Background: an optimization exercise with open tools, aiming at small area and a short achievable clock period. Do not read the settings as production practice.
In this exercise RTL edits were held to simulation tests only and were not proved equivalent to the original.
No activity file was given, so power comes from the tool's default toggle rates.

// cps_core
module cps_core #(
    parameter PA_W  = 6,
    parameter CNT_W = 32
) (
    input  wire             clk,
    input  wire             rst,
    input  wire             bp_rst,
    input  wire             cfg_fwd_en,
    input  wire             cfg_bp_en,
    input  wire [2:0]       cfg_bp_kind,
    input  wire [PA_W:0]    cfg_prog_len,
    output wire [PA_W-1:0]  rom_addr,
    output wire             rom_en,
    input  wire [63:0]      rom_data,
    output wire             running,
    output wire             halted,
    output wire [CNT_W-1:0] m_cycles,
    output wire [CNT_W-1:0] m_retired,
    output wire [CNT_W-1:0] m_raw_stalls,
    output wire [CNT_W-1:0] m_control_stalls,
    output wire [CNT_W-1:0] m_bp_predictions,
    output wire [CNT_W-1:0] m_bp_mispredictions,
    output wire [CNT_W-1:0] bp_calls,
    output wire [CNT_W-1:0] t_calls1,
    output wire [CNT_W-1:0] t_calls2,
    output wire             rec_valid,
    output wire [20:0]      rec_if,
    output wire [20:0]      rec_id,
    output wire [20:0]      rec_ex,
    output wire [20:0]      rec_mem,
    output wire [20:0]      rec_wb,
    output wire             hz_stall,
    output wire [1:0]       fwd_sel1,
    output wire [1:0]       fwd_sel2
);
Size in the first run: about 3,600 cells after synthesis.
clock: 9.0 ns
lec_check: 0
cap_margin: 20
core_margin: 2
core_utilization: 60
cts_cluster_diameter: 80
cts_cluster_size: 24
slew_margin: 20
standard.sh (not shown) runs the stock make flow with config.mk's settings and CLKGATE_MAP_FILE= SYNTH_SCRIPT=/design/flow/synth_recipe.tcl, a recipe that flattens the netlist after the stock synthesis.
==> flow/flow/run.sh <==
#!/bin/bash
set -o pipefail
export BUFFER_PORTS_ARGS="-buffer_cell sky130_fd_sc_hd__buf_1"
bash standard.sh SETUP_SLACK_MARGIN=6 finish > standard.log 2>&1
Rerun with:
--- a/flow/design.v
+++ b/flow/design.v
@@ -22,29 +22,49 @@
 endmodule
 module cps_tgt (
     input  wire [5:0] a,
     input  wire [5:0] b,
     output wire [5:0] s,
     output wire [7:0] s_lo,     
-    output wire [7:0] s_hi,     
-    output wire       c6        
+    output wire [7:0] s_hi      
 );
     wire [3:0] lo = {1'b0, a[2:0]} + {1'b0, b[2:0]} + 4'd1;
     wire       c3 = lo[3];
-    wire [3:0] hi0 = {1'b0, a[5:3]} + {1'b0, b[5:3]};
-    wire [3:0] hi1 = {1'b0, a[5:3]} + {1'b0, b[5:3]} + 4'd1;
-    assign s  = {c3 ? hi1[2:0] : hi0[2:0], lo[2:0]};
-    assign c6 = c3 ? hi1[3] : hi0[3];
+    wire [2:0] hi0 = a[5:3] + b[5:3];
+    wire [2:0] hi1 = a[5:3] + b[5:3] + 3'd1;
+    assign s = {c3 ? hi1 : hi0, lo[2:0]};
     wire [7:0]  bl = 8'd1 << b[2:0];
     wire [7:0]  bh = 8'd1 << b[5:3];
     wire [15:0] rl = {bl[6:0], bl[7], bl[6:0], bl[7]} << a[2:0];
     wire [15:0] rh = {bh, bh} << a[5:3];
     wire [7:0]  h0 = rh[15:8];
     assign s_lo = rl[15:8];
     assign s_hi = c3 ? {h0[6:0], h0[7]} : h0;
 endmodule
+module cps_lt8 (
+    input  wire [7:0] a,
+    input  wire [7:0] b,
+    output wire       lt
+);
+    wire [7:0] ua = {~a[7], a[6:0]};
+    wire [7:0] ub = {~b[7], b[6:0]};
+    wire [7:0] l1 = ~ua & ub;
+    wire [7:0] e1 = ~(ua ^ ub);
+    wire [3:0] l2, e2;
+    genvar i;
+    generate
+        for (i = 0; i < 4; i = i + 1) begin : g2
+            assign l2[i] = l1[2*i+1] | (e1[2*i+1] & l1[2*i]);
+            assign e2[i] = e1[2*i+1] & e1[2*i];
+        end
+    endgenerate
+    wire l3a = l2[3] | (e2[3] & l2[2]);
+    wire e3a = e2[3] & e2[2];
+    wire l3b = l2[1] | (e2[1] & l2[0]);
+    assign lt = l3a | (e3a & l3b);
+endmodule
 module cps_inc32 (
     input  wire [31:0] q,
     input  wire        en,
     output wire [31:0] s
 );
     wire [7:0] g = {&q[31:28], &q[27:24], &q[23:20], &q[19:16],
@@ -239,25 +259,22 @@
     wire        w_br   = (w_op == OP_BEQ) || (w_op == OP_BNE);
     wire [15:0] w_imm  = rom_data[47:32];
     wire [PA_W:0]   f1    = {1'b0, ra_q} + 1'b1;           
     wire            f1_ok = (f1 < len_q);
     wire [PA_W-1:0] w_tgt;
     wire [7:0]      w_tgt_lo, w_tgt_hi;
-    wire            w_c6;
     cps_tgt u_tgt (.a(ra_q), .b(w_imm[PA_W-1:0]), .s(w_tgt),
-                   .s_lo(w_tgt_lo), .s_hi(w_tgt_hi), .c6(w_c6));
-    wire       imm_z = (w_imm[15:6] == 10'd0);
-    wire       imm_o = (w_imm[15:6] == 10'h3ff);
-    wire       in_64 = w_c6 ? imm_o : imm_z;
-    wire [7:0] n_hi_lt = (8'd1 << len_q[5:3]) - 8'd1;      
-    wire [7:0] n_hi_eq = (8'd1 << len_q[5:3]);
-    wire [7:0] n_lo_lt = (8'd1 << len_q[2:0]) - 8'd1;      
-    wire       t_lt_n  = len_q[6] ||
-                         (|(w_tgt_hi & n_hi_lt)) ||
-                         ((|(w_tgt_hi & n_hi_eq)) && (|(w_tgt_lo & n_lo_lt)));
-    wire            w_tok = in_64 && t_lt_n;
+                   .s_lo(w_tgt_lo), .s_hi(w_tgt_hi));
+    wire [7:0] lo8 = {2'b11, ~ra_q};                  
+    wire [7:0] hi8 = {1'b0, len_q} + {2'b11, ~ra_q};  
+    wire       imm_small = (w_imm[15:7] == 9'd0) || (w_imm[15:7] == 9'h1ff);
+    wire       ge_lo_n, lt_hi;
+    cps_lt8 u_lo (.a(w_imm[7:0]), .b(lo8), .lt(ge_lo_n));
+    cps_lt8 u_hi (.a(w_imm[7:0]), .b(hi8), .lt(lt_hi));
+    wire       ge_lo = !ge_lo_n;
+    wire            w_tok = imm_small && ge_lo && lt_hi;
     wire            p_f_fix = fix_f ? pred_of(e_new, k1_q, k2_q, k3_q, k4_q) :
                               hit_f ? pred_of(pend_d, k1_q, k2_q, k3_q, k4_q) :
                                       pred_of(e_t, k1_q, k2_q, k3_q, k4_q);
     wire            w_pt  = w_br && bpen_q && p_f_fix;
     wire [5:0] w_m;
     cps_hd u_hd (
The new run completed with no timing, DRC or antenna violations.
Critical path depth falls by 1.
Area after synthesis rises by 0.57%.
Power rises by about 3.3%.
Worst setup slack is better by 0.59 ns.
Global-route usage rises by 3.0 points.
Maximum frequency rises by 17%.
Clock-buffer cell count stays the same.
First-iteration DRC count rises by about 10%.
Hold slack is worse by 0.0054 ns.


cps_core with an RTL version that a note above also has.
For scale: ~3700 cells after synthesis, ~820 flip-flops, about 35000 um2 of cells after synthesis.
==> flow/config.mk <==
export PLATFORM = sky130hd
export DESIGN_NAME = cps_core
export DESIGN_NICKNAME = cps_core
export VERILOG_FILES = /design/flow/design.v
export SDC_FILE = /design/flow/constraint.sdc
export NUM_CORES = 4
export LEC_CHECK = 0
export CAP_MARGIN = 20
export CORE_MARGIN = 2
export CORE_UTILIZATION = 60
export CTS_CLUSTER_DIAMETER = 80
export CTS_CLUSTER_SIZE = 24
export SLEW_MARGIN = 20
==> flow/constraint.sdc <==
create_clock -name core_clock -period 9.0 [get_ports {clk}]
set_input_delay 1.8000 -clock core_clock [delete_from_list [all_inputs] [get_ports {clk}]]
set_output_delay 1.8000 -clock core_clock [all_outputs]
set_load 0.01 [all_outputs]
==> flow/flow/run.sh <==
#!/bin/bash
set -o pipefail
export BUFFER_PORTS_ARGS="-buffer_cell sky130_fd_sc_hd__buf_1"
bash standard.sh SETUP_SLACK_MARGIN=5.5 finish > standard.log 2>&1
Next try:
--- a/flow/design.v
+++ b/flow/design.v
@@ -24,20 +24,20 @@
     input  wire [5:0] a,
     input  wire [5:0] b,
     output wire [5:0] s,
     output wire [7:0] s_lo,     
     output wire [7:0] s_hi      
 );
-    wire [3:0] lo = {1'b0, a[2:0]} + {1'b0, b[2:0]} + 4'd1;
+    wire [3:0] lo = {1'b0, a[2:0]} + {1'b0, b[2:0]};
     wire       c3 = lo[3];
     wire [2:0] hi0 = a[5:3] + b[5:3];
     wire [2:0] hi1 = a[5:3] + b[5:3] + 3'd1;
     assign s = {c3 ? hi1 : hi0, lo[2:0]};
     wire [7:0]  bl = 8'd1 << b[2:0];
     wire [7:0]  bh = 8'd1 << b[5:3];
-    wire [15:0] rl = {bl[6:0], bl[7], bl[6:0], bl[7]} << a[2:0];
+    wire [15:0] rl = {bl, bl} << a[2:0];
     wire [15:0] rh = {bh, bh} << a[5:3];
     wire [7:0]  h0 = rh[15:8];
     assign s_lo = rl[15:8];
     assign s_hi = c3 ? {h0[6:0], h0[7]} : h0;
 endmodule
 module cps_lt8 (
@@ -259,13 +259,13 @@
     wire        w_br   = (w_op == OP_BEQ) || (w_op == OP_BNE);
     wire [15:0] w_imm  = rom_data[47:32];
     wire [PA_W:0]   f1    = {1'b0, ra_q} + 1'b1;           
     wire            f1_ok = (f1 < len_q);
     wire [PA_W-1:0] w_tgt;
     wire [7:0]      w_tgt_lo, w_tgt_hi;
-    cps_tgt u_tgt (.a(ra_q), .b(w_imm[PA_W-1:0]), .s(w_tgt),
+    cps_tgt u_tgt (.a(f1[PA_W-1:0]), .b(w_imm[PA_W-1:0]), .s(w_tgt),
                    .s_lo(w_tgt_lo), .s_hi(w_tgt_hi));
     wire [7:0] lo8 = {2'b11, ~ra_q};                  
     wire [7:0] hi8 = {1'b0, len_q} + {2'b11, ~ra_q};  
     wire       imm_small = (w_imm[15:7] == 9'd0) || (w_imm[15:7] == 9'h1ff);
     wire       ge_lo_n, lt_hi;
     cps_lt8 u_lo (.a(w_imm[7:0]), .b(lo8), .lt(ge_lo_n));
@@ -295,17 +295,15 @@
     wire [1:0] n_fs1 = !fwd_q ? 2'd0 : n_m[0] ? 2'd1 : n_m[1] ? 2'd2 : n_m[2] ? 2'd3 : 2'd0;
     wire [1:0] n_fs2 = !fwd_q ? 2'd0 : n_m[3] ? 2'd1 : n_m[4] ? 2'd2 : n_m[5] ? 2'd3 : 2'd0;
     wire if_pt  = if_br && bpen_q && pred_of(if_e_fix, k1_q, k2_q, k3_q, k4_q);
     wire hold_t = suppress && if_pt;
     wire [PA_W-1:0] n_ra_c = hold_t ? if_tgt : pc_q;
     wire [PA_W-1:0] n_ra = fetched ? (w_pt ? w_tgt : f1[PA_W-1:0]) : n_ra_c;
-    wire [7:0] f1_lo = {ra_lo[6:0], ra_lo[7]};
-    wire [7:0] f1_hi = ra_lo[7] ? {ra_hi[6:0], ra_hi[7]} : ra_hi;
-    wire [7:0] n_lo = fetched ? (w_pt ? w_tgt_lo : f1_lo)
+    wire [7:0] n_lo = fetched ? (w_pt ? w_tgt_lo : (8'd1 << f1[2:0]))
                               : (8'd1 << n_ra_c[2:0]);
-    wire [7:0] n_hi = fetched ? (w_pt ? w_tgt_hi : f1_hi)
+    wire [7:0] n_hi = fetched ? (w_pt ? w_tgt_hi : (8'd1 << f1[5:3]))
                               : (8'd1 << n_ra_c[5:3]);
     wire n_aok = fetched ? (w_pt ? w_tok : f1_ok) : (hold_t ? if_tok : pcok_q);
     wire n_re  = !misp && (flush_q != 2'd2) && !n_hz && n_aok && !ex_halt && !mw_halt;
     wire if_pred  = bpen_q && pred_of(if_e, k1_q, k2_q, k3_q, k4_q);
     wire n_misp   = if_br && (if_pred != if_act);
     always @(posedge clk) begin
Clock skew climbs by 0.0082 ns.
Count of clock-buffer cells in the layout climbs by 5.
Fmax climbs by a few percent.
Final area climbs slightly.
Total power climbs slightly.
Setup slack gets better by 0.15 ns.
Sequential power stays flat.

-- separate check: timing with driven ports --
In the flow no input, the clock included, has a driving cell. The finished layouts below were timed again as built, in two steps.
Step 1: set_driving_cell puts a clkbuf_16 on clk and a buf_2 on each other input, an assumption about the parent block.
Step 2 moves the port delays by t, midway between the first and last clock arrival at a register: inputs arrive t later, outputs are due t later. That takes back most of the time a late clock gives input paths.
Three values: no drivers, after step 1, after step 2; two values: the first two.
| run | t (ns) | setup slack, ns | hold WS [ns] | latest minus earliest clock arrival (ns) | cell pins on the clock port's net |
|---|---|---|---|---|---|
| the first run of note 1 | 0.669 | 4.992 / 4.982 / 4.313 | 0.348 / 0.348 / 0.348 | 0.024 / 0.025 | 1 |
| the second run of note 1 | 0.685 | 5.586 / 5.563 / 4.877 | 0.343 / 0.343 / 0.343 | 0.033 / 0.033 | 1 |
| the first run of note 2 | 0.673 | 5.397 / 5.397 / 4.819 | 0.353 / 0.353 / 0.353 | 0.027 / 0.027 | 1 |
| the second run of note 2 | 0.686 | 5.547 / 5.547 / 4.892 | 0.349 / 0.349 / 0.349 | 0.036 / 0.037 | 1 |
After both steps setup and hold are still met in every run listed. The setup slack of the second run of note 1, which loses most, moves by -0.023 ns with the drivers and by -0.709 ns with both steps.
